From an optimization exercise on the open Yosys and OpenROAD flow, aimed at small area, a short achievable clock period and few clock cycles per item; shortcuts taken in it are not production practice. The RTL was checked by simulation tests, not by an equivalence proof against the original design. Power figures rest on the tool's default switching activity, not on a simulated workload.

[flow/run.sh]
#!/bin/bash
# synth_recipe.tcl (not shown) runs the flow's synth.tcl, then flattens the netlist and writes it again
# the make line also repeats each setting of config.mk as NAME=value (left out here)
make -C /OpenROAD-flow-scripts/flow DESIGN_CONFIG=/design/flow/config.mk WORK_HOME=/design/flow/orfs CLKGATE_MAP_FILE= SYNTH_SCRIPT=/design/flow/synth_recipe.tcl finish
[flow/config.mk]
export PLATFORM = sky130hd
export DESIGN_NAME = amk_core
export DESIGN_NICKNAME = amk_core
export VERILOG_FILES = /design/flow/design.v
export SDC_FILE = /design/flow/constraint.sdc
export NUM_CORES = 4
export LEC_CHECK = 0
export CAP_MARGIN = 20
export CORE_MARGIN = 2
export CORE_UTILIZATION = 55
export PLACE_DENSITY = 0.7
export SLEW_MARGIN = 20
[flow/constraint.sdc]
create_clock -name core_clock -period 18.0 [get_ports {clk}]
set_input_delay 3.6000 -clock core_clock [delete_from_list [all_inputs] [get_ports {clk}]]
set_output_delay 3.6000 -clock core_clock [all_outputs]
set_load 0.01 [all_outputs]
[flow/design.v]
module amk_core (
    input  wire        clk,
    input  wire        rst,          
    input  wire        south_hist,   
    input  wire        in_valid,
    output wire        in_ready,
    input  wire [31:0] cmd,
    input  wire [31:0] opa,
    input  wire [31:0] opb,
    input  wire [31:0] opc,
    input  wire [31:0] opd,
    output reg         done,
    output reg  [31:0] res0,
    output reg  [31:0] res1,
    output wire [31:0] res2,
    output wire [31:0] res3,
    output reg  [11:0] pulse_a,
    output reg  [11:0] pulse_b,
    output reg  [1:0]  status,       
    output reg         pw_valid,
    output reg  [3:0]  pw_ch,
    output reg  [11:0] pw_off
);
    localparam signed [31:0] ONE  = 32'sh0001_0000;
    localparam signed [31:0] MONE = -32'sh0001_0000;
    localparam [2:0] LAST_SCALE = 3'd4;    
    localparam [2:0] LAST_MECA  = 3'd6;    
    function [31:0] clamp32;
        input signed [31:0] x;
        input signed [31:0] lo;
        input signed [31:0] hi;
        begin
            if (x < lo)      clamp32 = lo;
            else if (x > hi) clamp32 = hi;
            else             clamp32 = x;
        end
    endfunction
    wire        i_mecanum = ((cmd & 32'hFFFF_FFFE) == 32'h1100_0000);
    wire signed [31:0] i_lim = cmd[0] ? 32'sd6553600 : 32'sd65536;
    wire [31:0] i_opa = i_mecanum ? clamp32(opa, -i_lim, i_lim) : opa;
    wire [31:0] i_opb = i_mecanum ? clamp32(opb, -i_lim, i_lim) : opb;
    wire [31:0] i_opc = i_mecanum ? clamp32(opc, -i_lim, i_lim) : opc;
    reg        in_ready_r;
    assign in_ready = in_ready_r;
    wire       adv;              
    reg        c_v;
    reg [31:0] c_cmd, c_opa, c_opb, c_opc, c_opd;
    wire c_nop      = (c_cmd == 32'h0000_0000);
    wire c_pvnew    = ((c_cmd & 32'hFFFF_FFFE) == 32'h0100_0000);
    wire c_pvset    = (c_cmd == 32'h0200_0000);
    wire c_pvscale  = (c_cmd == 32'h0300_0000);
    wire c_pvvalues = (c_cmd == 32'h0400_0000);
    wire c_move     = ((c_cmd & 32'hFFFF_FFC0) == 32'h1000_0000) && (c_cmd[5:4] != 2'b11);
    wire c_mecanum  = ((c_cmd & 32'hFFFF_FFFE) == 32'h1100_0000);
    wire c_encdc    = ((c_cmd & 32'hFFFF_F000) == 32'h2000_0000);
    wire c_encang   = ((c_cmd & 32'hFFFF_E0F0) == 32'h2100_0000);
    wire c_enccrs   = ((c_cmd & 32'hFFF0_F0F0) == 32'h2200_0000);
    wire c_calwr    = ((c_cmd & 32'hFFF0_FFFF) == 32'h3000_0000);
    wire c_calrd    = ((c_cmd & 32'hFFF0_FFFF) == 32'h3100_0000);
    wire c_ill      = !(c_nop | c_pvnew | c_pvset | c_pvscale | c_pvvalues | c_move |
                        c_mecanum | c_encdc | c_encang | c_enccrs | c_calwr | c_calrd);
    wire [31:0] cl0 = clamp32(c_opa, MONE, ONE);
    wire [31:0] cl1 = clamp32(c_opb, MONE, ONE);
    wire [31:0] cl2 = clamp32(c_opc, MONE, ONE);
    wire [31:0] cl3 = clamp32(c_opd, MONE, ONE);
    wire [71:0] c_pay = (c_pvnew | c_pvset) ? {cl3[17:0], cl2[17:0], cl1[17:0], cl0[17:0]} :
                        c_calwr ? {12'd0, c_opc[11:0], c_opb[27:16], c_opb[11:0],
                                   c_opa[27:16], c_opa[11:0]} :
                                  {40'd0, c_opa};
    wire [31:0] mka = c_opa;
    wire [31:0] mkb = c_opb;
    wire [31:0] mkc = c_opc;
    wire        sa = mka[31], sb = mkb[31], sc = mkc[31];
    wire [22:0] ap = sa ? 23'd0 : mka[22:0];
    wire [22:0] bp = sb ? 23'd0 : mkb[22:0];
    wire [22:0] cp = sc ? 23'd0 : mkc[22:0];
    wire [22:0] an = sa ? ~mka[22:0] : 23'd0;      
    wire [22:0] bn = sb ? ~mkb[22:0] : 23'd0;
    wire [22:0] cn = sc ? ~mkc[22:0] : 23'd0;
    wire [24:0] ax = ap | an, bx = bp | bn, cx = cp | cn;
    wire [24:0] mk_r  = ax + bx + cx + sa + sb + sc;
    wire [26:0] mk_r3 = ax + bx + cx + {ax, 1'b0} + {bx, 1'b0} + {cx, 1'b0} +
                        {sa, 1'b0} + {sb, 1'b0} + {sc, 1'b0} + sa + sb + sc;
    wire [24:0] mk_s0 = ap + bp + cp;
    wire [24:0] mk_s1 = ap + bn + cn + sb + sc;
    wire [24:0] mk_s2 = ap + bn + cp + sb;
    wire [24:0] mk_s3 = ap + bp + cn + sc;
    reg        e1_v;
    reg [6:0]  e1_oh;            
    reg [19:0] e1_cmd;
    reg [71:0] e1_pay;
    reg [3:0]  e1_ridx;
    reg e1_pvnew, e1_pvset, e1_pvscale, e1_pvvalues, e1_move, e1_mecanum,
        e1_encdc, e1_encang, e1_enccrs, e1_calwr, e1_calrd, e1_ill;
    wire [3:0] f_move = e1_cmd[3:0];
    wire [1:0] f_lay  = e1_cmd[5:4];
    wire       f_emit = e1_cmd[11];
    wire       f_src  = e1_cmd[10];
    wire [1:0] f_lane = e1_cmd[9:8];
    wire [3:0] f_cha  = e1_cmd[3:0];
    wire [3:0] f_chb  = e1_cmd[7:4];
    wire       f_angl = e1_cmd[12];
    wire [3:0] f_slot = e1_cmd[19:16];
    reg [17:0] pv0, pv1, pv2, pv3;
    reg        pv_r;
    wire [31:0] pv0w = {{14{pv0[17]}}, pv0};
    wire [31:0] pv1w = {{14{pv1[17]}}, pv1};
    wire [31:0] pv2w = {{14{pv2[17]}}, pv2};
    wire [31:0] pv3w = {{14{pv3[17]}}, pv3};
    reg [17:0] res2_r, res3_r;
    assign res2 = {{14{res2_r[17]}}, res2_r};
    assign res3 = {{14{res3_r[17]}}, res3_r};
    reg [959:0] ring;            
    reg [15:0]  cvalid;
    reg [3:0]   rot;
    reg         wb_v;
    reg [3:0]   wb_s;
    reg [59:0]  wb_d;
    reg        e2_v;
    reg        e2_pvvalues, e2_calrd, e2_encdc, e2_encang, e2_enccrs, e2_emit;
    reg [1:0]  e2_st;
    reg [7:0]  e2_ch;
    reg [67:0] e2_pay;
    localparam [59:0] CAL_DEF = {12'd535, 12'd335, 12'd310, 12'd285, 12'd85};
    wire [59:0] ring_rd = ring[60*e1_ridx +: 60];
    wire        wb_hit  = wb_v && (wb_s == f_slot);
    wire [59:0] cal_rd  = wb_hit ? wb_d : (cvalid[f_slot] ? ring_rd : CAL_DEF);
    wire [11:0] c_maxb = cal_rd[11:0];
    wire [11:0] c_minb = cal_rd[23:12];
    wire [11:0] c_stop = cal_rd[35:24];
    wire [11:0] c_minf = cal_rd[47:36];
    wire [11:0] c_maxf = cal_rd[59:48];
    reg  [31:0] pv_lane;
    always @(*) begin
        case (f_lane)
            2'd0: pv_lane = pv0w;
            2'd1: pv_lane = pv1w;
            2'd2: pv_lane = pv2w;
            default: pv_lane = pv3w;
        endcase
    end
    wire [31:0] srcval   = f_src ? pv_lane : e1_pay[31:0];
    wire        src_neg  = srcval[31];
    wire        src_zero = (srcval == 32'd0);
    wire [31:0] src_abs  = src_neg ? (~srcval + 32'd1) : srcval;
    wire        src_sat  = |src_abs[31:16];          
    wire [15:0] src_frac = src_abs[15:0];
    wire [28:0] e1_dcp  = {1'b0, src_frac, 12'd0} - {13'd0, src_frac} + 29'd32768;
    wire [11:0] e1_dcm  = src_sat ? 12'd4095 : e1_dcp[27:16];
    wire [11:0] e1_fwd  = (!src_neg && !src_zero) ? e1_dcm : 12'd0;
    wire [11:0] crs_base  = src_neg ? c_minb : c_minf;
    wire [11:0] crs_other = src_neg ? c_maxb : c_maxf;
    wire [12:0] crs_diff  = {1'b0, crs_other} - {1'b0, crs_base};
    wire signed [31:0] ang_lim = f_angl ? 32'sd8847360 : 32'sd5898240;
    wire signed [31:0] ang_d   = clamp32(srcval, -ang_lim, ang_lim);
    wire signed [31:0] ang_num = ang_d + 32'sd3948160;
    wire [67:0] e1_pay2 = e1_calrd  ? {8'd0, cal_rd} :
                          e1_encang ? {49'd0, ang_num[31], 2'b00, ang_num[23:8]} :
                                      {c_stop, crs_other, crs_base, crs_diff,
                                       src_neg, src_zero, src_sat, src_frac};
    reg [7:0] mv_vec;    
    reg       mv_unsup;
    always @(*) begin
        mv_vec   = 8'b00_00_00_00;
        mv_unsup = 1'b0;
        if (f_lay == 2'd2) begin
            case (f_move)
                4'd0:  mv_vec = {2'b00, 2'b00, 2'b00, 2'b00};
                4'd1:  mv_vec = {2'b01, 2'b01, 2'b01, 2'b01};
                4'd2:  mv_vec = {2'b01, 2'b00, 2'b01, 2'b00};
                4'd3:  mv_vec = {2'b01, 2'b11, 2'b01, 2'b11};
                4'd4:  mv_vec = {2'b00, 2'b11, 2'b00, 2'b11};
                4'd5:  mv_vec = south_hist ? {2'b00, 2'b11, 2'b11, 2'b00}
                                           : {2'b11, 2'b11, 2'b11, 2'b11};
                4'd6:  mv_vec = {2'b00, 2'b11, 2'b11, 2'b00};
                4'd7:  mv_vec = {2'b11, 2'b01, 2'b11, 2'b01};
                4'd8:  mv_vec = {2'b00, 2'b01, 2'b00, 2'b01};
                4'd9:  mv_vec = {2'b11, 2'b11, 2'b01, 2'b01};
                4'd10: mv_vec = {2'b01, 2'b01, 2'b11, 2'b11};
                default: mv_unsup = 1'b1;
            endcase
        end else begin
            case (f_move)
                4'd0:  mv_vec[3:0] = {2'b00, 2'b00};
                4'd1:  mv_vec[3:0] = {2'b01, 2'b01};
                4'd5:  mv_vec[3:0] = {2'b11, 2'b11};
                4'd9:  mv_vec[3:0] = {2'b01, 2'b11};
                4'd10: mv_vec[3:0] = {2'b11, 2'b01};
                default: mv_unsup = 1'b1;
            endcase
            if (f_lay == 2'd1)
                mv_vec[7:4] = mv_vec[3:0];
        end
    end
    function [17:0] unit_word;
        input [1:0] code;
        begin
            case (code)
                2'b01:   unit_word = 18'h1_0000;
                2'b11:   unit_word = 18'h3_0000;
                default: unit_word = 18'h0_0000;
            endcase
        end
    endfunction
    wire nr_r = e1_pvnew ? e1_cmd[0] : pv_r;
    function [17:0] set_lane;
        input [17:0] c;
        input        r;
        begin
            set_lane = (r && c[17]) ? 18'd0 : c;
        end
    endfunction
    reg [17:0] sc_v;             
    wire signed [33:0] sc_ph_n = $signed(sc_v[17:0]) * $signed(e1_pay[31:16]);
    wire signed [34:0] sc_pl_n = $signed(sc_v[17:0]) * $signed({1'b0, e1_pay[15:0]});
    reg  signed [33:0] sc_ph;
    reg  signed [34:0] sc_pl;
    wire signed [18:0] sc_plr = (sc_pl + 35'sd32768) >>> 16;
    wire signed [33:0] sc_rn  = sc_ph + sc_plr;
    wire signed [31:0] lo_cur = pv_r ? 32'sd0 : MONE;
    wire [31:0] sc_res = (sc_rn < $signed({{2{lo_cur[31]}}, lo_cur})) ? lo_cur :
                         (sc_rn > 34'sd65536) ? ONE : sc_rn[31:0];
    reg  [24:0] dv_r;
    reg  [26:0] dv_r3;
    reg  [17:0] dv_lo;           
    reg         dv_rz;
    wire [27:0] dD1 = {2'b0, dv_r, 1'b0};
    wire [27:0] dD2 = {1'b0, dv_r, 2'b0};
    wire [27:0] dD3 = {dv_r3, 1'b0};
    wire        dv_first = e1_oh[0];
    wire [127:0] mk_lanes;
    genvar gl;
    generate
        for (gl = 0; gl < 4; gl = gl + 1) begin : g_div
            reg  [25:0] rem;
            reg  [15:0] q;
            wire [24:0] s = (gl == 0) ? mk_s0 : (gl == 1) ? mk_s1 : (gl == 2) ? mk_s2 : mk_s3;
            wire [27:0] ra  = {rem, dv_lo[17:16]};
            wire [28:0] ta1 = {1'b0, ra} - {1'b0, dD1};
            wire [28:0] ta2 = {1'b0, ra} - {1'b0, dD2};
            wire [28:0] ta3 = {1'b0, ra} - {1'b0, dD3};
            wire [1:0]  qa  = !ta3[28] ? 2'd3 : !ta2[28] ? 2'd2 : !ta1[28] ? 2'd1 : 2'd0;
            wire [25:0] r1  = !ta3[28] ? ta3[25:0] : !ta2[28] ? ta2[25:0] :
                              !ta1[28] ? ta1[25:0] : ra[25:0];
            wire [25:0] rbi = dv_first ? (rem + dv_r[24:18]) : r1;
            wire [26:0] rb  = {rbi, dv_first ? dv_lo[17] : dv_lo[15]};
            wire [27:0] tb  = {1'b0, rb} - {1'b0, dD1[26:0]};
            wire        qb  = !tb[27];
            wire [25:0] r2  = qb ? tb[25:0] : rb[25:0];
            always @(posedge clk) begin
                if (adv && c_mecanum) begin
                    rem <= {1'b0, s};
                end else if (dv_first) begin
                    rem <= r2;
                    q   <= {15'd0, qb};
                end else begin
                    rem <= r2;
                    q   <= {q[12:0], qa, qb};
                end
            end
            wire [17:0] qf = {q[15:0], qa};
            wire [1:0]  qh = qf[17:16] - 2'd1;
            assign mk_lanes[32*gl +: 32] = dv_rz ? 32'd0 : {{15{qh[1]}}, qh[0], qf[15:0]};
        end
    endgenerate
    wire e2_emits = e2_v && e2_emit;      
    wire drain  = wb_v && (wb_s == rot);
    wire cw_ok  = !wb_v || drain || (wb_s == f_slot);
    wire e1_dcemit = e1_encdc && f_emit;
    wire e1_last = (e1_pvscale && e1_oh[LAST_SCALE]) ||
                   (e1_mecanum && e1_oh[LAST_MECA]) ||
                   (e1_dcemit && (!e1_oh[0] || !e2_emits)) ||
                   (e1_calwr && cw_ok) ||
                   !(e1_pvscale || e1_mecanum || e1_dcemit || e1_calwr);
    wire e1_fin  = e1_v && e1_last;
    wire e1_free = !e1_v || e1_last;
    assign adv   = c_v && e1_free;
    wire       wb_load = e1_v && e1_calwr && cw_ok;
    wire       wb_v_n  = wb_load || (wb_v && !drain);
    wire [3:0] wb_s_n  = wb_load ? f_slot : wb_s;
    wire [3:0] rot_n   = rot + 4'd1;
    wire       e2_emits_n = e1_fin && ((e1_encdc || e1_encang || e1_enccrs) && f_emit);
    wire       nx_new_fin = !c_pvscale && !c_mecanum &&
                            !(c_encdc && c_cmd[11] && e2_emits_n) &&
                            !(c_calwr && !(!wb_v_n || (wb_s_n == rot_n) || (wb_s_n == c_cmd[19:16])));
    wire       nx_old_fin = (e1_pvscale && e1_oh[LAST_SCALE - 1]) ||
                            (e1_mecanum && e1_oh[LAST_MECA - 1]) ||
                            e1_dcemit ||
                            (e1_calwr && (!wb_v_n || (wb_s_n == rot_n) || (wb_s_n == f_slot)));
    wire       e1_free_n = adv ? nx_new_fin : ((e1_v && !e1_last) ? nx_old_fin : 1'b1);
    wire       c_v_n     = in_ready_r ? in_valid : (c_v && !adv);
    wire       ready_n   = !c_v_n || e1_free_n;
    wire [15:0] e2_frac = e2_pay[15:0];
    wire        e2_sat  = e2_pay[16];
    wire        e2_zero = e2_pay[17];
    wire        e2_neg  = e2_pay[18];
    wire signed [12:0] e2_diff = e2_pay[31:19];
    wire [11:0] e2_base  = e2_pay[43:32];
    wire [11:0] e2_other = e2_pay[55:44];
    wire [11:0] e2_stop  = e2_pay[67:56];
    wire [28:0] e2_dcp  = {1'b0, e2_frac, 12'd0} - {13'd0, e2_frac} + 29'd32768;
    wire [11:0] e2_dcm  = e2_sat ? 12'd4095 : e2_dcp[27:16];
    wire [11:0] e2_fwd  = (!e2_neg && !e2_zero) ? e2_dcm : 12'd0;
    wire [11:0] e2_rev  = e2_neg ? e2_dcm : 12'd0;
    wire signed [29:0] e2_crsp = $signed({1'b0, e2_base, 16'h8000}) +
                                 $signed({1'b0, e2_frac}) * e2_diff;
    wire [11:0] e2_crs = e2_zero ? e2_stop : e2_sat ? e2_other : e2_crsp[27:16];
    wire [31:0] e2_angq = {16'd0, e2_frac} * 32'd33555;
    wire [11:0] e2_ang  = e2_neg ? 12'd0 : {3'd0, e2_angq[30:22]};
    wire [11:0] e2_cnt  = e2_encang ? e2_ang : e2_crs;
    reg [17:0] pv0_n, pv1_n, pv2_n, pv3_n;
    reg        pv_r_n;
    always @(*) begin
        pv0_n  = pv0;
        pv1_n  = pv1;
        pv2_n  = pv2;
        pv3_n  = pv3;
        pv_r_n = pv_r;
        if (e1_v) begin
            if (e1_pvnew || e1_pvset) begin
                pv0_n  = set_lane(e1_pay[17:0],  nr_r);
                pv1_n  = set_lane(e1_pay[35:18], nr_r);
                pv2_n  = set_lane(e1_pay[53:36], nr_r);
                pv3_n  = set_lane(e1_pay[71:54], nr_r);
                pv_r_n = nr_r;
            end
            if (e1_move) begin
                pv0_n  = unit_word(mv_vec[1:0]);
                pv1_n  = unit_word(mv_vec[3:2]);
                pv2_n  = unit_word(mv_vec[5:4]);
                pv3_n  = unit_word(mv_vec[7:6]);
                pv_r_n = 1'b0;
            end
            if (e1_pvscale) begin
                if (e1_oh[1]) pv0_n = sc_res;
                if (e1_oh[2]) pv1_n = sc_res;
                if (e1_oh[3]) pv2_n = sc_res;
                if (e1_oh[4]) pv3_n = sc_res;
            end
            if (e1_mecanum && e1_oh[LAST_MECA]) begin
                pv0_n  = mk_lanes[17:0];
                pv1_n  = mk_lanes[49:32];
                pv2_n  = mk_lanes[81:64];
                pv3_n  = mk_lanes[113:96];
                pv_r_n = 1'b0;
            end
        end
    end
    always @(posedge clk) begin
        if (in_ready_r) begin
            c_cmd <= cmd;
            c_opa <= i_opa;
            c_opb <= i_opb;
            c_opc <= i_opc;
            c_opd <= opd;
        end
        if (adv) begin
            e1_oh       <= 7'd1;
            e1_cmd      <= c_cmd[19:0];
            e1_pay      <= c_pay;
            e1_ridx     <= c_cmd[19:16] - rot_n;
            e1_pvnew    <= c_pvnew;
            e1_pvset    <= c_pvset;
            e1_pvscale  <= c_pvscale;
            e1_pvvalues <= c_pvvalues;
            e1_move     <= c_move;
            e1_mecanum  <= c_mecanum;
            e1_encdc    <= c_encdc;
            e1_encang   <= c_encang;
            e1_enccrs   <= c_enccrs;
            e1_calwr    <= c_calwr;
            e1_calrd    <= c_calrd;
            e1_ill      <= c_ill;
        end else begin
            e1_oh       <= {e1_oh[5:0], 1'b0};
        end
        if (adv && c_mecanum) begin
            dv_r  <= mk_r;
            dv_r3 <= mk_r3;
            dv_lo <= mk_r[17:0];
            dv_rz <= (mk_r == 25'd0);
        end else begin
            dv_lo <= dv_first ? {dv_lo[16:0], 1'b0} : {dv_lo[14:0], 3'b000};
        end
        sc_ph <= sc_ph_n;
        sc_pl <= sc_pl_n;
        sc_v  <= adv ? pv0_n : e1_oh[0] ? pv1 : e1_oh[1] ? pv2 : pv3;
        e2_pvvalues <= e1_pvvalues;
        e2_calrd    <= e1_calrd;
        e2_encdc    <= e1_encdc;
        e2_encang   <= e1_encang;
        e2_enccrs   <= e1_enccrs;
        e2_emit     <= (e1_encdc || e1_encang || e1_enccrs) && f_emit;
        e2_st       <= {e1_ill, e1_move && mv_unsup};
        e2_ch       <= {f_chb, f_cha};
        e2_pay      <= e1_pay2;
        ring <= {drain ? wb_d : ring[59:0], ring[959:60]};
        if (wb_load)
            wb_d <= e1_pay[59:0];
        if (rst) begin
            in_ready_r <= 1'b1;
            c_v      <= 1'b0;
            e1_v     <= 1'b0;
            e2_v     <= 1'b0;
            done     <= 1'b0;
            pw_valid <= 1'b0;
            res0     <= 32'd0;
            res1     <= 32'd0;
            res2_r   <= 18'd0;
            res3_r   <= 18'd0;
            pulse_a  <= 12'd0;
            pulse_b  <= 12'd0;
            status   <= 2'b00;
            pv0      <= 18'd0;
            pv1      <= 18'd0;
            pv2      <= 18'd0;
            pv3      <= 18'd0;
            pv_r     <= 1'b0;
            cvalid   <= 16'd0;
            rot      <= 4'd0;
            wb_v     <= 1'b0;
            wb_s     <= 4'd0;
        end else begin
            in_ready_r <= ready_n;
            c_v        <= c_v_n;
            rot        <= rot_n;
            wb_v       <= wb_v_n;
            wb_s       <= wb_s_n;
            if (drain)
                cvalid[wb_s] <= 1'b1;
            if (adv)
                e1_v <= 1'b1;
            else if (e1_fin)
                e1_v <= 1'b0;
            e2_v <= e1_fin;
            pv0  <= pv0_n;
            pv1  <= pv1_n;
            pv2  <= pv2_n;
            pv3  <= pv3_n;
            pv_r <= pv_r_n;
            done     <= e2_v;
            pw_valid <= 1'b0;
            if (e2_v) begin
                status <= e2_st;
                if (e2_pvvalues) begin
                    res0   <= pv0w;
                    res1   <= pv1w;
                    res2_r <= pv2;
                    res3_r <= pv3;
                end
                if (e2_calrd) begin
                    res0 <= {4'd0, e2_pay[23:12], 4'd0, e2_pay[11:0]};
                    res1 <= {4'd0, e2_pay[47:36], 4'd0, e2_pay[35:24]};
                    res2_r <= {6'd0, e2_pay[59:48]};
                    res3_r <= 18'd0;
                end
                if (e2_encdc) begin
                    pulse_a <= e2_fwd;
                    pulse_b <= e2_rev;
                end
                if (e2_encang || e2_enccrs) begin
                    pulse_a <= e2_cnt;
                    pulse_b <= 12'd0;
                end
                if (e2_emit) begin
                    pw_valid <= 1'b1;
                    pw_ch    <= e2_encdc ? e2_ch[7:4] : e2_ch[3:0];
                    pw_off   <= e2_encdc ? e2_rev : e2_cnt;
                end
            end
            if (e1_fin && e1_dcemit) begin
                pw_valid <= 1'b1;
                pw_ch    <= f_cha;
                pw_off   <= e1_fwd;
            end
        end
    end
endmodule
==> impl_metrics.tcl, run 1 <==
set metrics [dict create \
    clkPwrFrac 0.148 \
    holdCritPathClass "reg2reg" \
    synth-edff-count 458 \
    layout_common_cells "inv_1, dfxtp_1, ha_1" \
    final.setup.tns_ns 0 \
    cts_tree "yes" \
    cp_slowest_cell "edfxtp_1" \
    core_mm2 0.257 \
    worstSetupEndpointType "flip-flop" \
    maxSlewHeadroom 0.162 \
    dr_total_vias 113000 \
    worstReg2RegStart "dv_r[0]" \
    p_int_mw 14.7 \
    hold_path.startpoint "ring[703]" \
    hold_slack_ns 0.292 \
    synth-main-ff-cell "dfxtp_1" \
    async_flop_share 0 \
    drt-initial-drc-count 11300 \
    rows 186 \
    antenna_found_initial 23 \
    synth.area.top_cells "dfxtp_1, fa_1, ha_1, edfxtp_1, mux4_2" \
    r2r_slack_ns 9.27 \
    fin_crit_ns 8.73 \
    fin_skew_ns 0.0687 \
    place_hpwl_mm 356 \
    netlist.top_cell.by_area "dfxtp_1" \
    synth_area_mm2 0.143 \
    ys_seq_area_frac 0.303 \
    p_total_mw 27.7 \
    switching_share 0.469 \
    ant_nets 0 \
    post-route-drc-count 0 \
    clk_pin_slew_worst_paths_ns 0.06 \
    fin_area_mm2 0.156 \
    finalCritPeriodShare 0.485 \
    critPathLaunchType "flip-flop" \
    p_leak_nw 67.5 \
    finalSetupViolCount 0 \
    final_common_cell "inv_1" \
    seqPwrFrac 0.205 \
    ys_ff_latch 1927 \
    numCtsBuffers 193 \
    status "finished clean" \
    dpl_cell_area_mm2 0.150 \
    grt_use_total 0.349 \
    crit_type "reg2reg" \
    worst_pin_slew_ns 1.26 \
    synthCells 14700 \
    cts_resized 0 \
    start_util 0.554 \
    worstPathArrival_ns 9.50 \
    area_delta_synth_final_pct 9.48 \
    finalNetCount 17300 \
    holdPathStages 0 \
    ys.warnings.count 1 \
    die_h_um 513 \
    via_per_inst 6.12 \
    grt_setup_unrepaired "false" \
    first_pass_iters 9 \
    clock-sinks 1927 \
    avgSynthCellArea_um2 9.67 \
    cp_common_cell "o21ai_0" \
    cp.required_ns 18.77 \
    path_max_fanout 29 \
    overflow 0 \
    io-pin-count 337 \
    rr_endpoint "g_div[2].rem[1]" \
    synthesis.nets 17200 \
    slowest_delay_ns 0.71 \
    finalWirelength_mm 465 \
    clock_latency_ns 0.88 \
    drt-wirelength-per-cell_um 25.2 \
    slew_violations 0 \
    synth_top_area_frac 0.206 \
    hold_viol 0 \
    dieArea_mm2 0.263 \
    nFillCells 21800 \
    grt_max_degree 121 \
    switching_power_mw 13.0 \
    clockBufferDepth 3 \
    r2r_cells 29 \
    fp.dieW_um 513 \
    p_per_area_mw_per_mm2 177 \
    postCtsHoldBufs 0 \
    io_buffer_count 336 \
    drv_cap 0 \
    ir_drop_mv 0.217 \
    grt_pass1_vias 109000 \
    p_comb_frac 0.648 \
    min_to "ring[643]" \
    synthDistinctLibCells 97 \
    grt_pass1_wl_mm 694 \
    clock.fmax_ghz 0.115 \
    cts_max_level 4 \
    drive_above_1_share 0.0706 \
    cts_root_buf "clkbuf_16" \
    cts_setup_buffers 0 \
    place_congestion 1.01 \
]
## per-layer routing
| metal | global-route usage | part of all wire | vias up |
|---|---|---|---|
| li1 | - | - | 51600 |
| met1 | 0.452 | 0.39 | 55000 |
| met2 | 0.535 | 0.44 | 5130 |
| met3 | 0.0644 | 0.090 | 1102 |
| met4 | 0.234 | 0.079 | 12 |
| met5 | 0 | 0.00017 | - |
## power by group through the flow
stage / logic [mW] / registers [mW] / clock network, mW
final: 17.9 / 5.66 / 4.09
after global routing: 19.9 / 5.69 / 4.29
after CTS: 17.8 / 5.64 / 4.12
after detailed placement: 17.6 / 5.72 / 0
after global placement: 17.5 / 5.72 / 0
after floorplan: 13.1 / 5.46 / 0
## final cells by class
| cell class | instances | area (um2) | share of cell area |
|---|---|---|---|
| Clock buffer | 290 | 5660 | 0.0363 |
| Timing Repair Buffer | 554 | 5050 | 0.0324 |
| Sequential cell | 1927 | 43200 | 0.277 |
| Inverter | 1547 | 5810 | 0.0372 |
| Antenna cell | 18 | 45.0 | 0.000289 |
| Clock inverter | 71 | 846 | 0.00542 |
| Tap cell | 3384 | 4230 | 0.0271 |
| Multi-Input combinational cell | 10600 | 91300 | 0.585 |
## Yosys cell counts, drive strengths merged (145+ instances only)
cell / count
inv: 1543
dfxtp: 1469
ha: 1342
nand2: 1268
fa: 935
a21oi: 874
nor2: 861
o21ai: 622
clkbuf: 524
xnor2: 502
edfxtp: 458
and2: 396
mux4: 320
nor3: 308
a21o: 254
xor2: 252
mux2i: 233
nor2b: 187
a211oi: 183
nand3: 183
o211ai: 157
and3: 145
## flip-flops by register name (all words and copies together) (netlist names), 20 cells and up
register,flops
c_cmd,32
c_opa,32
c_opb,32
c_opc,32
c_opd,32
dv_r,25
dv_r3,27
e1_pay,72
e2_pay,68
g_div.q,64
g_div.rem,104
res0,29
res1,29
ring,960
sc_ph,34
sc_pl,20
wb_d,60
## metrics by stage
stage / std cells / setup WS [ns] / utilization
2_1_floorplan: 14700 / 10.53 / -
3_3_place_gp: 18000 / 9.63 / 0.581
3_5_place_dp: 18000 / 9.54 / 0.581
4_1_cts: 18400 / 9.50 / 0.606
5_1_grt: 18400 / 8.65 / 0.606
6_report: 18400 / 9.27 / 0.607
## worst max-delay path, delay by kind of cell, from the launching register on
kind	cells	cell delay (ns)
AOI/OAI and AO/OA	18	4.63
adders and majority gates	3	1.17
buffers and inverters	3	0.88
DFF	1	0.71
and+or+nand+nor	3	0.70
muxes	2	0.54
## cell families (layout without fill, tap and decap cells)
logic type                 count (synthesis)  after routing  share of synthesized area
DFF                                     1927           1927                      0.303
buffers and inverters                   2186           2462                     0.0586
and+or+nand+nor                         3961           3961                      0.135
other                                      0             18                          0
AOI/OAI and AO/OA                       3009           3009                      0.136
adders and majority gates               2277           2277                      0.249
muxes                                    632            632                     0.0731
xor gates and xnor gates                 754            754                     0.0463
## worst max path at each step
stage	startpoint	end	slack [ns]
3_5_place_dp	dv_r[0]	g_div[2].rem[1]	9.54
5_1_grt	dv_r[0]	g_div[0].rem[1]	8.65
6_report	dv_r[0]	g_div[2].rem[1]	9.27
2_1_floorplan	in_ready_r	in_ready	10.53
4_1_cts	dv_r[0]	g_div[2].rem[1]	9.50
3_3_place_gp	dv_r[0]	g_div[0].rem[1]	9.63
Testbench counts, summed over its fixed seeds: cycles 5,458, cmds 2,560.
==> run 2: changes to the inputs <==
--- a/flow/design.v
+++ b/flow/design.v
@@ -24,6 +24,6 @@
     localparam signed [31:0] ONE  = 32'sh0001_0000;
     localparam signed [31:0] MONE = -32'sh0001_0000;
-    localparam [2:0] LAST_SCALE = 3'd4;    
-    localparam [2:0] LAST_MECA  = 3'd6;    
+    localparam [2:0] LAST_SCALE = 3'd3;    
+    localparam [2:0] LAST_MECA  = 3'd5;    
     function [31:0] clamp32;
         input signed [31:0] x;
@@ -37,4 +37,8 @@
     endfunction
     wire        i_mecanum = ((cmd & 32'hFFFF_FFFE) == 32'h1100_0000);
+    wire        i_pvuse   = i_mecanum || (cmd == 32'h0300_0000) || (cmd[10] && (
+                            ((cmd & 32'hFFFF_F000) == 32'h2000_0000) ||
+                            ((cmd & 32'hFFFF_E0F0) == 32'h2100_0000) ||
+                            ((cmd & 32'hFFF0_F0F0) == 32'h2200_0000)));
     wire signed [31:0] i_lim = cmd[0] ? 32'sd6553600 : 32'sd65536;
     wire [31:0] i_opa = i_mecanum ? clamp32(opa, -i_lim, i_lim) : opa;
@@ -82,8 +86,8 @@
     wire [26:0] mk_r3 = ax + bx + cx + {ax, 1'b0} + {bx, 1'b0} + {cx, 1'b0} +
                         {sa, 1'b0} + {sb, 1'b0} + {sc, 1'b0} + sa + sb + sc;
-    wire [24:0] mk_s0 = ap + bp + cp;
-    wire [24:0] mk_s1 = ap + bn + cn + sb + sc;
-    wire [24:0] mk_s2 = ap + bn + cp + sb;
-    wire [24:0] mk_s3 = ap + bp + cn + sc;
+    wire [24:0] mk_n0 = an + bn + cn + sa + sb + sc;
+    wire [24:0] mk_n1 = an + bp + cp + sa;
+    wire [24:0] mk_n2 = an + bp + cn + sa + sc;
+    wire [24:0] mk_n3 = an + bn + cp + sa + sb;
     reg        e1_v;
     reg [6:0]  e1_oh;            
@@ -212,10 +216,31 @@
     endfunction
     reg [17:0] sc_v;             
-    wire signed [33:0] sc_ph_n = $signed(sc_v[17:0]) * $signed(e1_pay[31:16]);
-    wire signed [34:0] sc_pl_n = $signed(sc_v[17:0]) * $signed({1'b0, e1_pay[15:0]});
-    reg  signed [33:0] sc_ph;
-    reg  signed [34:0] sc_pl;
-    wire signed [18:0] sc_plr = (sc_pl + 35'sd32768) >>> 16;
-    wire signed [33:0] sc_rn  = sc_ph + sc_plr;
+    wire [18:0] bth_y = {sc_v, 1'b0};
+    wire [49:0] bth_row [0:8];
+    wire [16:0] bth_neg;
+    genvar gb;
+    generate
+        for (gb = 0; gb < 9; gb = gb + 1) begin : g_booth
+            wire b2 = bth_y[2*gb+2], b1 = bth_y[2*gb+1], b0 = bth_y[2*gb];
+            wire neg = b2 & ~(b1 & b0);
+            wire one = b1 ^ b0;
+            wire two = (b2 & ~b1 & ~b0) | (~b2 & b1 & b0);
+            wire [33:0] xe  = {{2{e1_pay[31]}}, e1_pay[31:0]};
+            wire [33:0] x2  = {e1_pay[31], e1_pay[31:0], 1'b0};
+            wire [33:0] sel = ({34{one}} & xe) | ({34{two}} & x2);
+            wire [33:0] pp  = sel ^ {34{neg}};
+            assign bth_row[gb] = {16'd0, ~pp[33], pp[32:0]} << (2*gb);
+            assign bth_neg[2*gb] = neg;
+            if (gb < 8) begin : g_z
+                assign bth_neg[2*gb+1] = 1'b0;
+            end
+        end
+    endgenerate
+    localparam [49:0] BTH_K = 50'h8000 - (50'h2_0000_0000 * 50'h15555);
+    wire [49:0] sc_p_n = bth_row[0] + bth_row[1] + bth_row[2] + bth_row[3] + bth_row[4] +
+                         bth_row[5] + bth_row[6] + bth_row[7] + bth_row[8] +
+                         {33'd0, bth_neg} + BTH_K;
+    reg  signed [33:0] sc_rn;    
+    reg                sc_wr3;   
     wire signed [31:0] lo_cur = pv_r ? 32'sd0 : MONE;
     wire [31:0] sc_res = (sc_rn < $signed({{2{lo_cur[31]}}, lo_cur})) ? lo_cur :
@@ -223,18 +248,28 @@
     reg  [24:0] dv_r;
     reg  [26:0] dv_r3;
-    reg  [17:0] dv_lo;           
+    reg  [16:0] dv_lo;           
     reg         dv_rz;
     wire [27:0] dD1 = {2'b0, dv_r, 1'b0};
     wire [27:0] dD2 = {1'b0, dv_r, 2'b0};
     wire [27:0] dD3 = {dv_r3, 1'b0};
-    wire        dv_first = e1_oh[0];
+    wire [27:0] dvU = {2'b0, dv_r, 1'b0} + {20'd0, dv_r[24:17]};    
+    reg         dv_first;        
+    reg         mk_wr;           
     wire [127:0] mk_lanes;
     genvar gl;
     generate
         for (gl = 0; gl < 4; gl = gl + 1) begin : g_div
-            reg  [25:0] rem;
-            reg  [15:0] q;
-            wire [24:0] s = (gl == 0) ? mk_s0 : (gl == 1) ? mk_s1 : (gl == 2) ? mk_s2 : mk_s3;
-            wire [27:0] ra  = {rem, dv_lo[17:16]};
+            reg  [25:0] rem;         
+            reg  [14:0] q;
+            wire [24:0] nb = (gl == 0) ? mk_n0 : (gl == 1) ? mk_n1 : (gl == 2) ? mk_n2 : mk_n3;
+            wire [27:0] t0  = {20'd0, dv_r[24:17]} - {1'b0, rem, 1'b0};
+            wire [27:0] u0  = dvU - {1'b0, rem, 1'b0};
+            wire        q0  = !t0[27];
+            wire [25:0] rr0 = q0 ? t0[25:0] : u0[25:0];
+            wire [26:0] rb  = {rem, dv_lo[16]};
+            wire [27:0] tb  = {1'b0, rb} - {1'b0, dD1[26:0]};
+            wire        qb  = !tb[27];
+            wire [25:0] r2  = qb ? tb[25:0] : rb[25:0];
+            wire [27:0] ra  = dv_first ? {rr0, dv_lo[16:15]} : {r2, dv_lo[15:14]};
             wire [28:0] ta1 = {1'b0, ra} - {1'b0, dD1};
             wire [28:0] ta2 = {1'b0, ra} - {1'b0, dD2};
@@ -243,21 +278,13 @@
             wire [25:0] r1  = !ta3[28] ? ta3[25:0] : !ta2[28] ? ta2[25:0] :
                               !ta1[28] ? ta1[25:0] : ra[25:0];
-            wire [25:0] rbi = dv_first ? (rem + dv_r[24:18]) : r1;
-            wire [26:0] rb  = {rbi, dv_first ? dv_lo[17] : dv_lo[15]};
-            wire [27:0] tb  = {1'b0, rb} - {1'b0, dD1[26:0]};
-            wire        qb  = !tb[27];
-            wire [25:0] r2  = qb ? tb[25:0] : rb[25:0];
             always @(posedge clk) begin
                 if (adv && c_mecanum) begin
-                    rem <= {1'b0, s};
-                end else if (dv_first) begin
-                    rem <= r2;
-                    q   <= {15'd0, qb};
+                    rem <= {1'b0, nb};
                 end else begin
-                    rem <= r2;
-                    q   <= {q[12:0], qa, qb};
+                    rem <= r1;
+                    q   <= dv_first ? {12'd0, q0, qa} : {q[11:0], qb, qa};
                 end
             end
-            wire [17:0] qf = {q[15:0], qa};
+            wire [17:0] qf = {q, qb, qa};
             wire [1:0]  qh = qf[17:16] - 2'd1;
             assign mk_lanes[32*gl +: 32] = dv_rz ? 32'd0 : {{15{qh[1]}}, qh[0], qf[15:0]};
@@ -268,6 +295,10 @@
     wire cw_ok  = !wb_v || drain || (wb_s == f_slot);
     wire e1_dcemit = e1_encdc && f_emit;
-    wire e1_last = (e1_pvscale && e1_oh[LAST_SCALE]) ||
-                   (e1_mecanum && e1_oh[LAST_MECA]) ||
+    wire e1_haz  = sc_wr3 && (e1_encdc || e1_encang || e1_enccrs) && f_src && (f_lane == 2'd3);
+    wire c_pvuse = c_mecanum || c_pvscale || ((c_encdc || c_encang || c_enccrs) && c_cmd[10]);
+    wire mk_early = !(c_v && c_pvuse);
+    wire e1_last = e1_haz ? 1'b0 :
+                   (e1_pvscale && e1_oh[LAST_SCALE]) ||
+                   (e1_mecanum && (e1_oh[LAST_MECA] || (e1_oh[LAST_MECA - 1] && mk_early))) ||
                    (e1_dcemit && (!e1_oh[0] || !e2_emits)) ||
                    (e1_calwr && cw_ok) ||
@@ -281,9 +312,15 @@
     wire [3:0] rot_n   = rot + 4'd1;
     wire       e2_emits_n = e1_fin && ((e1_encdc || e1_encang || e1_enccrs) && f_emit);
+    wire       sc_wr3_n   = e1_fin && e1_pvscale;
     wire       nx_new_fin = !c_pvscale && !c_mecanum &&
+                            !(sc_wr3_n && (c_encdc || c_encang || c_enccrs) &&
+                              c_cmd[10] && (c_cmd[9:8] == 2'd3)) &&
                             !(c_encdc && c_cmd[11] && e2_emits_n) &&
                             !(c_calwr && !(!wb_v_n || (wb_s_n == rot_n) || (wb_s_n == c_cmd[19:16])));
-    wire       nx_old_fin = (e1_pvscale && e1_oh[LAST_SCALE - 1]) ||
+    wire       nx_old_fin = e1_haz ||
+                            (e1_pvscale && e1_oh[LAST_SCALE - 1]) ||
                             (e1_mecanum && e1_oh[LAST_MECA - 1]) ||
+                            (e1_mecanum && e1_oh[LAST_MECA - 2] &&
+                             (in_ready_r ? !(in_valid && i_pvuse) : mk_early)) ||
                             e1_dcemit ||
                             (e1_calwr && (!wb_v_n || (wb_s_n == rot_n) || (wb_s_n == f_slot)));
@@ -317,4 +354,12 @@
         pv3_n  = pv3;
         pv_r_n = pv_r;
+        if (sc_wr3)
+            pv3_n = sc_res;
+        if (mk_wr) begin
+            pv0_n  = mk_lanes[17:0];
+            pv1_n  = mk_lanes[49:32];
+            pv2_n  = mk_lanes[81:64];
+            pv3_n  = mk_lanes[113:96];
+        end
         if (e1_v) begin
             if (e1_pvnew || e1_pvset) begin
@@ -336,6 +381,7 @@
                 if (e1_oh[2]) pv1_n = sc_res;
                 if (e1_oh[3]) pv2_n = sc_res;
-                if (e1_oh[4]) pv3_n = sc_res;
             end
+            if (e1_mecanum && e1_oh[LAST_MECA - 1])
+                pv_r_n = 1'b0;
             if (e1_mecanum && e1_oh[LAST_MECA]) begin
                 pv0_n  = mk_lanes[17:0];
@@ -374,15 +420,17 @@
         end else begin
             e1_oh       <= {e1_oh[5:0], 1'b0};
+            e1_ridx     <= e1_ridx - 4'd1;   
         end
         if (adv && c_mecanum) begin
             dv_r  <= mk_r;
             dv_r3 <= mk_r3;
-            dv_lo <= mk_r[17:0];
+            dv_lo <= mk_r[16:0];
             dv_rz <= (mk_r == 25'd0);
+            dv_first <= 1'b1;
         end else begin
-            dv_lo <= dv_first ? {dv_lo[16:0], 1'b0} : {dv_lo[14:0], 3'b000};
+            dv_lo <= dv_first ? {dv_lo[14:0], 2'b00} : {dv_lo[13:0], 3'b000};
+            dv_first <= 1'b0;
         end
-        sc_ph <= sc_ph_n;
-        sc_pl <= sc_pl_n;
+        sc_rn <= sc_p_n[49:16];
         sc_v  <= adv ? pv0_n : e1_oh[0] ? pv1 : e1_oh[1] ? pv2 : pv3;
         e2_pvvalues <= e1_pvvalues;
@@ -417,4 +465,6 @@
             pv3      <= 18'd0;
             pv_r     <= 1'b0;
+            sc_wr3   <= 1'b0;
+            mk_wr    <= 1'b0;
             cvalid   <= 16'd0;
             rot      <= 4'd0;
@@ -439,4 +489,6 @@
             pv3  <= pv3_n;
             pv_r <= pv_r_n;
+            sc_wr3 <= sc_wr3_n;
+            mk_wr  <= e1_fin && e1_mecanum && e1_oh[LAST_MECA - 1];
             done     <= e2_v;
             pw_valid <= 1'b0;
==> flow/flow/run.sh (new file) <==
#!/bin/bash
# The standard ORFS layout (the standard.sh), with repair_timing asked for
# setup slack margin so that it sizes and buffers the longest paths; the clock
# period and constraints are the design's own. All of make's output goes to
# flow_make.log; ORFS keeps each step's log under orfs/logs/.
set -euo pipefail
bash standard.sh SETUP_SLACK_MARGIN=10.5 TNS_END_PERCENT=5 finish > flow_make.log 2>&1
==> flow/standard.sh (new file) <==
#!/bin/bash
# synth_recipe.tcl (not shown) runs the flow's synth.tcl, then flattens the netlist and writes it again
# the make line also repeats each setting of config.mk as NAME=value (left out here)
make -C /OpenROAD-flow-scripts/flow DESIGN_CONFIG=/design/flow/config.mk WORK_HOME=/design/flow/orfs CLKGATE_MAP_FILE= SYNTH_SCRIPT=/design/flow/synth_recipe.tcl "${@:-finish}"
removed: flow/run.sh
==> run 2 against run 1 <==
Via count rose by 2.4%; sequential cell count fell by 23; clock skew rose by 0.070 ns; synthesized area fell by 3.0%; first-iteration DRC count rose by 11%; register-to-register slack improved by 1.3 ns.
==> impl_metrics.tcl, run 2 <==
set metrics [dict create \
    status "finished clean" \
    p_int_mw 15.9 \
    cts_tree "yes" \
    dpl_cell_area_mm2 0.145 \
    synth-edff-count 450 \
    grt_setup_unrepaired "true" \
    switching_power_mw 13.8 \
    antenna_found_initial 28 \
    largest_reg_flops 960 \
    p_comb_frac 0.669 \
    switching_share 0.465 \
    slew_violations 0 \
    synth.most_common_cell "dfxtp_1" \
    io_buffer_count 336 \
    cts_root_buf "clkbuf_16" \
    synthDistinctLibCells 120 \
    area_delta_synth_final_pct 11.9 \
    maxSlewHeadroom 0.164 \
    critPathLaunchType "flip-flop" \
    seqPwrFrac 0.187 \
    layout_common_cells "dfxtp_1, ha_1, inv_1" \
    worst_pin_slew_ns 1.25 \
    grt_pass1_vias 110000 \
    post-route-drc-count 0 \
    ys.warnings.count 1 \
    r2r_cells 29 \
    ys_top_cells_by_count "dfxtp_1, ha_1, inv_1" \
    netlist.top_cell.by_area "dfxtp_1" \
    path_max_fanout 15 \
    finalNetCount 16800 \
    cp.required_ns 18.69 \
    synth_area_mm2 0.138 \
    fin_area_mm2 0.155 \
    place_hpwl_mm 375 \
    final.setup.tns_ns 0 \
    ir_drop_mv 0.253 \
    fin_crit_ns 7.39 \
    dr_wl_met3_mm 49.0 \
    cp_slowest_cell "xnor2_2" \
    finalSetupViolCount 0 \
    ant_nets 0 \
    p_total_mw 29.8 \
    fin_skew_ns 0.139 \
    reg_top3 "ring (960), g_div.rem (104), e1_pay (72)" \
    p_leak_nw 65.2 \
    die_h_um 506 \
    first_pass_iters 6 \
    clock.fmax_ghz 0.135 \
    clock_latency_ns 0.94 \
    slowest_delay_ns 0.77 \
    crit_type "reg2reg" \
    start_util 0.552 \
    synthCells 14400 \
    synth.area.top_cells "dfxtp_1, ha_1, edfxtp_1, fa_1, mux4_2" \
    ys_seq_area_frac 0.308 \
    clock-sinks 1904 \
    drt-wirelength-per-cell_um 27.6 \
    place_inst 17600 \
    place_congestion 1.04 \
    stdcell_count 18200 \
    holdCritPathClass "reg2reg" \
    postCtsHoldBufs 0 \
    met2WireLength_mm 213 \
    dr_total_vias 116000 \
    grt_use_total 0.380 \
    drive_above_1_share 0.103 \
    rows 184 \
    clkPwrFrac 0.144 \
    grt_pass1_wl_mm 727 \
    drt-initial-drc-count 12600 \
    synth-main-ff-cell "dfxtp_1" \
    dieArea_mm2 0.256 \
    via_per_inst 6.37 \
    drt-met1-wl_mm 194 \
    clockBufferDepth 3 \
    drv_cap 0 \
    async_flop_share 0 \
    finalCritPeriodShare 0.411 \
    ys_ff_latch 1904 \
    holdPathStages 0 \
    hold_viol 0 \
    synthesis.nets 16600 \
    io-pin-count 337 \
    overflow 0 \
    clk_pin_slew_worst_paths_ns 0.06 \
    finalWirelength_mm 502 \
    avgSynthCellArea_um2 9.58 \
    cts_max_level 4 \
    routed.top_layer "met5" \
    synth_top_area_frac 0.210 \
    grt_max_degree 114 \
    core_mm2 0.251 \
    p_per_area_mw_per_mm2 192 \
    final_common_cell "dfxtp_1" \
    regMostFlops "ring" \
    worstPathArrival_ns 8.09 \
    numCtsBuffers 196 \
    worstSetupEndpointType "flip-flop" \
    fp.dieW_um 506 \
]
## run 2: area by class of cell
class / count / area [um2]
fillers: 21100 / 95900
multi-input cells: 10700 / 90400
flip-flops and latches: 1904 / 42700
repair buffers: 685 / 6380
clock buffers: 279 / 5630
inverters: 1132 / 4260
well taps: 3348 / 4190
clock inverters: 92 / 1230
diodes: 24 / 60.1
## run 2: through the flow
step | util | hold slack [ns] | setup slack [ns]
6_report | 0.617 | 0.321 | 10.61
3_5_place_dp | 0.580 | 0.331 | 8.70
4_1_cts | 0.610 | 0.315 | 10.37
2_1_floorplan | - | 0.323 | 10.51
3_3_place_gp | 0.580 | 0.327 | 8.79
5_1_grt | 0.617 | 0.322 | 10.33
## run 2: power groups by stage
stage / Clock (mW) / Sequential (mW) / Combinational, mW
after global placement: 0 / 5.61 / 18.2
after global routing: 4.49 / 5.57 / 21.8
after floorplan: 0 / 5.28 / 14.1
after CTS: 4.33 / 5.53 / 18.8
after detailed placement: 0 / 5.62 / 18.4
final: 4.29 / 5.56 / 19.9
## run 2: repair_timing
action,CTS,global route
pin swaps,13,53
setup endpoints to repair,135,147
buffers inserted,24,73
gates cloned,2,9
resized for setup,133,263
## run 2: path summary, 6_finish.rpt
| check | slack [ns] | to | from |
|---|---|---|---|
| worst max-delay path | 10.61 | g_div[1].rem[19] | dv_r[1] |
| worst min register to register | 0.32 | ring[502] | ring[562] |
| worst min-delay path | 0.32 | ring[502] | ring[562] |
| worst max register to register | 10.61 | g_div[1].rem[19] | dv_r[1] |
## run 2: kinds of logic (layout without fill, tap and decap cells)
kind of cell	count (synthesis)	in the layout	share of synthesized area
simple gates	3579	3581	0.125
buf+inv	1850	2188	0.0516
compound gates	3521	3523	0.167
fa+ha+maj	1987	1987	0.211
other cells	0	24	0
xor+xnor	933	933	0.0593
flops	1904	1904	0.308
mux	663	663	0.0779
## run 2: worst max-delay path: cells and delay by family, from the launching register on
| kind | cells | cell delay [ns] |
|---|---|---|
| compound gates | 12 | 2.19 |
| simple gates | 9 | 1.84 |
| fa+ha+maj | 3 | 1.13 |
| xor+xnor | 1 | 0.77 |
| buf+inv | 3 | 0.60 |
| flops | 1 | 0.43 |
| mux | 1 | 0.20 |
## run 2: per-layer routing
metal  track usage  vias up
li1              -    52200
met1         0.483    55600
met2         0.571     6148
met3        0.0776     1546
met4         0.284       20
met5             0        -
Testbench counts of run 2, summed over its fixed seeds: cycles 4,809, cmds 2,560.
==> run 3: changes to the inputs <==
--- a/flow/design.v
+++ b/flow/design.v
@@ -24,5 +24,5 @@
     localparam signed [31:0] ONE  = 32'sh0001_0000;
     localparam signed [31:0] MONE = -32'sh0001_0000;
-    localparam [2:0] LAST_SCALE = 3'd3;    
+    localparam [2:0] LAST_SCALE = 3'd1;    
     localparam [2:0] LAST_MECA  = 3'd5;    
     function [31:0] clamp32;
@@ -215,35 +215,51 @@
         end
     endfunction
-    reg [17:0] sc_v;             
-    wire [18:0] bth_y = {sc_v, 1'b0};
-    wire [49:0] bth_row [0:8];
-    wire [16:0] bth_neg;
-    genvar gb;
+    reg  [35:0] sc_v;            
+    wire [67:0] sc_rn_n;
+    localparam [49:0] BTH_K = 50'h8000 - (50'h2_0000_0000 * 50'h15555);
+    genvar gm, gb;
     generate
-        for (gb = 0; gb < 9; gb = gb + 1) begin : g_booth
-            wire b2 = bth_y[2*gb+2], b1 = bth_y[2*gb+1], b0 = bth_y[2*gb];
-            wire neg = b2 & ~(b1 & b0);
-            wire one = b1 ^ b0;
-            wire two = (b2 & ~b1 & ~b0) | (~b2 & b1 & b0);
-            wire [33:0] xe  = {{2{e1_pay[31]}}, e1_pay[31:0]};
-            wire [33:0] x2  = {e1_pay[31], e1_pay[31:0], 1'b0};
-            wire [33:0] sel = ({34{one}} & xe) | ({34{two}} & x2);
-            wire [33:0] pp  = sel ^ {34{neg}};
-            assign bth_row[gb] = {16'd0, ~pp[33], pp[32:0]} << (2*gb);
-            assign bth_neg[2*gb] = neg;
-            if (gb < 8) begin : g_z
-                assign bth_neg[2*gb+1] = 1'b0;
+        for (gm = 0; gm < 2; gm = gm + 1) begin : g_mul
+            wire [18:0] bth_y = {sc_v[18*gm +: 18], 1'b0};
+            wire [49:0] bth_row [0:8];
+            wire [16:0] bth_neg;
+            for (gb = 0; gb < 9; gb = gb + 1) begin : g_booth
+                wire b2 = bth_y[2*gb+2], b1 = bth_y[2*gb+1], b0 = bth_y[2*gb];
+                wire neg = b2 & ~(b1 & b0);
+                wire one = b1 ^ b0;
+                wire two = (b2 & ~b1 & ~b0) | (~b2 & b1 & b0);
+                wire [33:0] xe  = {{2{e1_pay[31]}}, e1_pay[31:0]};
+                wire [33:0] x2  = {e1_pay[31], e1_pay[31:0], 1'b0};
+                wire [33:0] sel = ({34{one}} & xe) | ({34{two}} & x2);
+                wire [33:0] pp  = sel ^ {34{neg}};
+                assign bth_row[gb] = {16'd0, ~pp[33], pp[32:0]} << (2*gb);
+                assign bth_neg[2*gb] = neg;
+                if (gb < 8) begin : g_z
+                    assign bth_neg[2*gb+1] = 1'b0;
+                end
             end
+            wire [49:0] p = bth_row[0] + bth_row[1] + bth_row[2] + bth_row[3] + bth_row[4] +
+                            bth_row[5] + bth_row[6] + bth_row[7] + bth_row[8] +
+                            {33'd0, bth_neg} + BTH_K;
+            assign sc_rn_n[34*gm +: 34] = p[49:16];
         end
     endgenerate
-    localparam [49:0] BTH_K = 50'h8000 - (50'h2_0000_0000 * 50'h15555);
-    wire [49:0] sc_p_n = bth_row[0] + bth_row[1] + bth_row[2] + bth_row[3] + bth_row[4] +
-                         bth_row[5] + bth_row[6] + bth_row[7] + bth_row[8] +
-                         {33'd0, bth_neg} + BTH_K;
-    reg  signed [33:0] sc_rn;    
-    reg                sc_wr3;   
+    reg  [67:0] sc_rn;           
+    reg         sc_wr3;          
     wire signed [31:0] lo_cur = pv_r ? 32'sd0 : MONE;
-    wire [31:0] sc_res = (sc_rn < $signed({{2{lo_cur[31]}}, lo_cur})) ? lo_cur :
-                         (sc_rn > 34'sd65536) ? ONE : sc_rn[31:0];
+    function [17:0] sc_clamp;
+        input signed [33:0] rn;
+        input               r;
+        begin
+            if (r ? rn[33] : (rn < -34'sd65536))
+                sc_clamp = r ? 18'd0 : 18'h3_0000;
+            else if (rn > 34'sd65536)
+                sc_clamp = 18'h1_0000;
+            else
+                sc_clamp = rn[17:0];
+        end
+    endfunction
+    wire [17:0] sc_res0 = sc_clamp(sc_rn[33:0],  pv_r);
+    wire [17:0] sc_res1 = sc_clamp(sc_rn[67:34], pv_r);
     reg  [24:0] dv_r;
     reg  [26:0] dv_r3;
@@ -295,5 +311,5 @@
     wire cw_ok  = !wb_v || drain || (wb_s == f_slot);
     wire e1_dcemit = e1_encdc && f_emit;
-    wire e1_haz  = sc_wr3 && (e1_encdc || e1_encang || e1_enccrs) && f_src && (f_lane == 2'd3);
+    wire e1_haz  = sc_wr3 && (e1_encdc || e1_encang || e1_enccrs) && f_src && f_lane[1];
     wire c_pvuse = c_mecanum || c_pvscale || ((c_encdc || c_encang || c_enccrs) && c_cmd[10]);
     wire mk_early = !(c_v && c_pvuse);
@@ -315,5 +331,5 @@
     wire       nx_new_fin = !c_pvscale && !c_mecanum &&
                             !(sc_wr3_n && (c_encdc || c_encang || c_enccrs) &&
-                              c_cmd[10] && (c_cmd[9:8] == 2'd3)) &&
+                              c_cmd[10] && c_cmd[9]) &&
                             !(c_encdc && c_cmd[11] && e2_emits_n) &&
                             !(c_calwr && !(!wb_v_n || (wb_s_n == rot_n) || (wb_s_n == c_cmd[19:16])));
@@ -354,6 +370,8 @@
         pv3_n  = pv3;
         pv_r_n = pv_r;
-        if (sc_wr3)
-            pv3_n = sc_res;
+        if (sc_wr3) begin
+            pv2_n = sc_res0;
+            pv3_n = sc_res1;
+        end
         if (mk_wr) begin
             pv0_n  = mk_lanes[17:0];
@@ -378,7 +396,8 @@
             end
             if (e1_pvscale) begin
-                if (e1_oh[1]) pv0_n = sc_res;
-                if (e1_oh[2]) pv1_n = sc_res;
-                if (e1_oh[3]) pv2_n = sc_res;
+                if (e1_oh[1]) begin
+                    pv0_n = sc_res0;
+                    pv1_n = sc_res1;
+                end
             end
             if (e1_mecanum && e1_oh[LAST_MECA - 1])
@@ -432,6 +451,6 @@
             dv_first <= 1'b0;
         end
-        sc_rn <= sc_p_n[49:16];
-        sc_v  <= adv ? pv0_n : e1_oh[0] ? pv1 : e1_oh[1] ? pv2 : pv3;
+        sc_rn <= sc_rn_n;
+        sc_v  <= adv ? {pv1_n, pv0_n} : {pv3_n, pv2_n};
         e2_pvvalues <= e1_pvvalues;
         e2_calrd    <= e1_calrd;
==> run 3 against run 2 <==
Count of clock-buffer cells in the layout decreased by 10; via count up 11%; cell count is 8.9% higher; critical path depth decreased by 3; global-route usage is 1.1 points higher; synthesized area rose by 9.4%; register-to-register slack worse by 0.21 ns; total power increased by 34%; still clean on timing, DRC and antenna; wire length up 12%; fmax shrank 2.8%; sequential power grew 7.4%.
==> impl_metrics.tcl, run 3 <==
set metrics [dict create \
    status "finished clean" \
    ir_drop_mv 0.489 \
    register_area_mm2 0.0437 \
    ys.warnings.count 1 \
    clock.fmax_ghz 0.132 \
    die_h_um 529 \
    drt-initial-drc-count 15400 \
    final.setup.tns_ns 0 \
    dr_total_vias 128000 \
    stdcell_count 19800 \
    hold_slack_ns 0.291 \
    rr_endpoint "g_div[0].rem[23]" \
    slew_violations 0 \
    antenna_found_initial 65 \
    fin_skew_ns 0.0928 \
    cts_max_level 4 \
    grt_max_degree 91 \
    critPathLaunchType "flip-flop" \
    crit_type "reg2reg" \
    fp.dieW_um 529 \
    cts_tree "yes" \
    p_leak_nw 71.7 \
    hold_viol 0 \
    clock_latency_ns 0.92 \
    maxSlewHeadroom 0.133 \
    final_common_cell "ha_1" \
    grt_use_total 0.391 \
    io-pin-count 337 \
    cts_root_buf "clkbuf_16" \
    place_inst 19200 \
    postCtsHoldBufs 0 \
    async_flop_share 0 \
    first_pass_iters 9 \
    nFillCells 22800 \
    min_to "ring[237]" \
    clockBufferDepth 4 \
    synth_top_area_frac 0.199 \
    area_delta_synth_final_pct 11.8 \
    rows 192 \
    place_congestion 1.05 \
    netlist.top_cell.by_area "dfxtp_1" \
    ys_top_cells_by_count "ha_1, dfxtp_1, inv_1" \
    p_total_mw 40.0 \
    clk_pin_slew_worst_paths_ns 0.07 \
    synth-edff-count 450 \
    ant_nets 0 \
    drt-wirelength-per-cell_um 28.5 \
    layout_common_cells "ha_1, dfxtp_1, inv_1" \
    synthDistinctLibCells 107 \
    core_mm2 0.274 \
    pre_cts_slack_ns 8.53 \
    p_per_area_mw_per_mm2 236 \
    clock-sinks 1956 \
    synth.area.top_cells "dfxtp_1, ha_1, fa_1, edfxtp_1, mux4_2" \
    finalWirelength_mm 563 \
    grt_pass1_vias 122000 \
    r2r_slack_ns 10.40 \
    worstPathArrival_ns 8.36 \
    ys_ff_latch 1956 \
    holdCritPathClass "reg2reg" \
    start_util 0.553 \
    grt_setup_unrepaired "true" \
    grt_pass1_wl_mm 811 \
    synth-main-ff-cell "dfxtp_1" \
    place_hpwl_mm 419 \
    path_max_fanout 4 \
    worstReg2RegStart "c_opa[0]" \
    reg_top3 "ring (960), g_div.rem (104), e1_pay (72)" \
    synth_area_mm2 0.151 \
    synthesis.nets 18300 \
    cp.required_ns 18.76 \
    finalSetupViolCount 0 \
    regMostFlops "ring" \
    numCtsBuffers 205 \
    dieArea_mm2 0.279 \
    multi_input_comb_area_mm2 0.102 \
    largest_reg_flops 960 \
    finalNetCount 18400 \
    io_buffer_count 336 \
    postLayoutSetupSlackWorst_ns 10.40 \
    hold_path.startpoint "ring[297]" \
    synthCells 15800 \
    worst_pin_slew_ns 1.29 \
    holdPathStages 0 \
    fin_crit_ns 7.60 \
    worstSetupEndpointType "flip-flop" \
    finalCritPeriodShare 0.422 \
    synth.most_common_cell "ha_1" \
    post-route-drc-count 0 \
    drive_above_1_share 0.102 \
    via_per_inst 6.48 \
    avgSynthCellArea_um2 9.56 \
    overflow 0 \
    r2r_cells 26 \
    drv_cap 0 \
    ys_seq_area_frac 0.288 \
]
==> run 3: cell types whose count changed after synthesis, moves of 60 or more <==
cell      previous run  this run
o21ai_0            739       679
a21oi_1            845       957
a22oi_1            305       559
clkbuf_1           562       686
xor2_1             410       682
fa_1               570       786
nor2b_1            243       304
inv_1             1126      1252
ha_1              1417      1540
==> run 3: critical path: stages (launching register included) <==
cell and delay (ns):
edfxtp_1 0.58, inv_1 0.28, ha_1 0.31, ha_1 0.24, fa_1 0.45, a21o_1 0.20
a21oi_1 0.24, nor2b_1 0.08, o21a_1 0.21, o311a_1 0.33, a2111oi_0 0.51, nor3_1 0.27
a41o_1 0.33, o211a_1 0.26, o21a_1 0.21, nor2_1 0.51, ha_1 0.35, ha_1 0.22
or3_1 0.37, o21ai_0 0.09, a21oi_1 0.09, nand3_1 0.10, nand2_1 0.08, a21o_1 0.19
a21oi_1 0.18, xor2_1 0.61, a221oi_1 0.15
==> run 3: metal layers <==
metal,share of wire,track usage,wire [um]
met1,0.38,0.498,213000
met5,0.00070,0,397
met2,0.42,0.572,235000
met3,0.12,0.111,67800
met4,0.083,0.272,46800
==> run 3: cell type report <==
| class | count | area share |
|---|---|---|
| Timing Repair Buffer | 769 | 0.0424 |
| Antenna cell | 60 | 0.000887 |
| Clock inverter | 112 | 0.00802 |
| Sequential cell | 1956 | 0.258 |
| Clock buffer | 269 | 0.0345 |
| Tap cell | 3589 | 0.0265 |
| Inverter | 1261 | 0.0283 |
| Multi-Input combinational cell | 11800 | 0.601 |
==> run 3: power breakdown <==
part | switching (mW) | internal (mW)
Combinational | 16.9 | 12.5
Sequential | 0.613 | 5.36
Clock | 1.95 | 2.61
Total | 19.5 | 20.5
==> run 3: cell families (layout without fill, tap and decap cells) <==
logic type / after synthesis / after routing / share of synthesized area
multiplexers: 672 / 672 / 0.0711
XOR/XNOR: 1264 / 1264 / 0.0733
other: 0 / 60 / 0
flip-flops: 1956 / 1956 / 0.288
AO/OA/AOI/OAI: 3827 / 3827 / 0.165
AND/OR/NAND/NOR: 3668 / 3669 / 0.117
buffers and inverters: 2125 / 2411 / 0.0539
adder cells (fa/ha/maj): 2326 / 2326 / 0.231
==> run 3: how the worst max path moves through the flow <==
| stage | slack (ns) | cells after the start | end | start |
|---|---|---|---|---|
| after floorplan | 10.52 | 0 | in_ready | in_ready_r |
| after global placement | 8.49 | 32 | sc_v[1] | dv_r[0] |
| after detailed placement | 8.53 | 32 | sc_v[1] | dv_r[0] |
| after CTS | 10.44 | 27 | sc_rn[67] | e1_pay[10] |
| after global routing | 10.24 | 35 | g_div[0].rem[4] | dv_r[0] |
| final | 10.40 | 26 | g_div[0].rem[23] | c_opa[0] |
==> run 3: what timing repair did <==
item / 4_1_cts / 5_1_grt
pin swaps: 25 / 76
endpoints found under the setup margin: 160 / 146
resized for setup: 197 / 275
gates cloned: 1 / 5
setup buffers: 48 / 90
==> run 3: per-stage QoR <==
step,instance area (um2),util
after floorplan,151000,-
after global placement,158000,0.579
after detailed placement,158000,0.579
after CTS,167000,0.610
after global routing,169000,0.618
final,169000,0.618
Testbench counts of run 3, summed over its fixed seeds: cycles 4,174, cmds 2,560.

-- afterwards: timing with drivers on the ports --
How much do the figures lean on ideal ports? The routed layouts below were timed once more, with nothing changed but the port constraints. Step 1 sets driving cells, clkbuf_16 on the clock port and buf_2 on the other inputs (assumed; they add their load-dependent delay and slew). Step 2 also shifts input and output timing later by t, the mid clock arrival at the registers, as if the neighbouring blocks saw the same clock. Three values: no drivers, after step 1, after step 2; two values: the first two.
run | t (ns) | setup slack, ns | worst setup path after step 2 | clock arrival spread, ns
run 1 | 0.942 | 9.270 / 9.270 / 9.270 | register to register | 0.079 / 0.080
run 2 | 0.981 | 10.607 / 10.607 / 10.355 | input to register | 0.139 / 0.139
run 3 | 0.984 | 10.397 / 10.397 / 9.932 | input to register | 0.093 / 0.093
After both steps setup and hold are still met in every run listed. The setup slack of run 3, which loses most, moves by 0.000 ns with the drivers and by -0.465 ns with both steps.
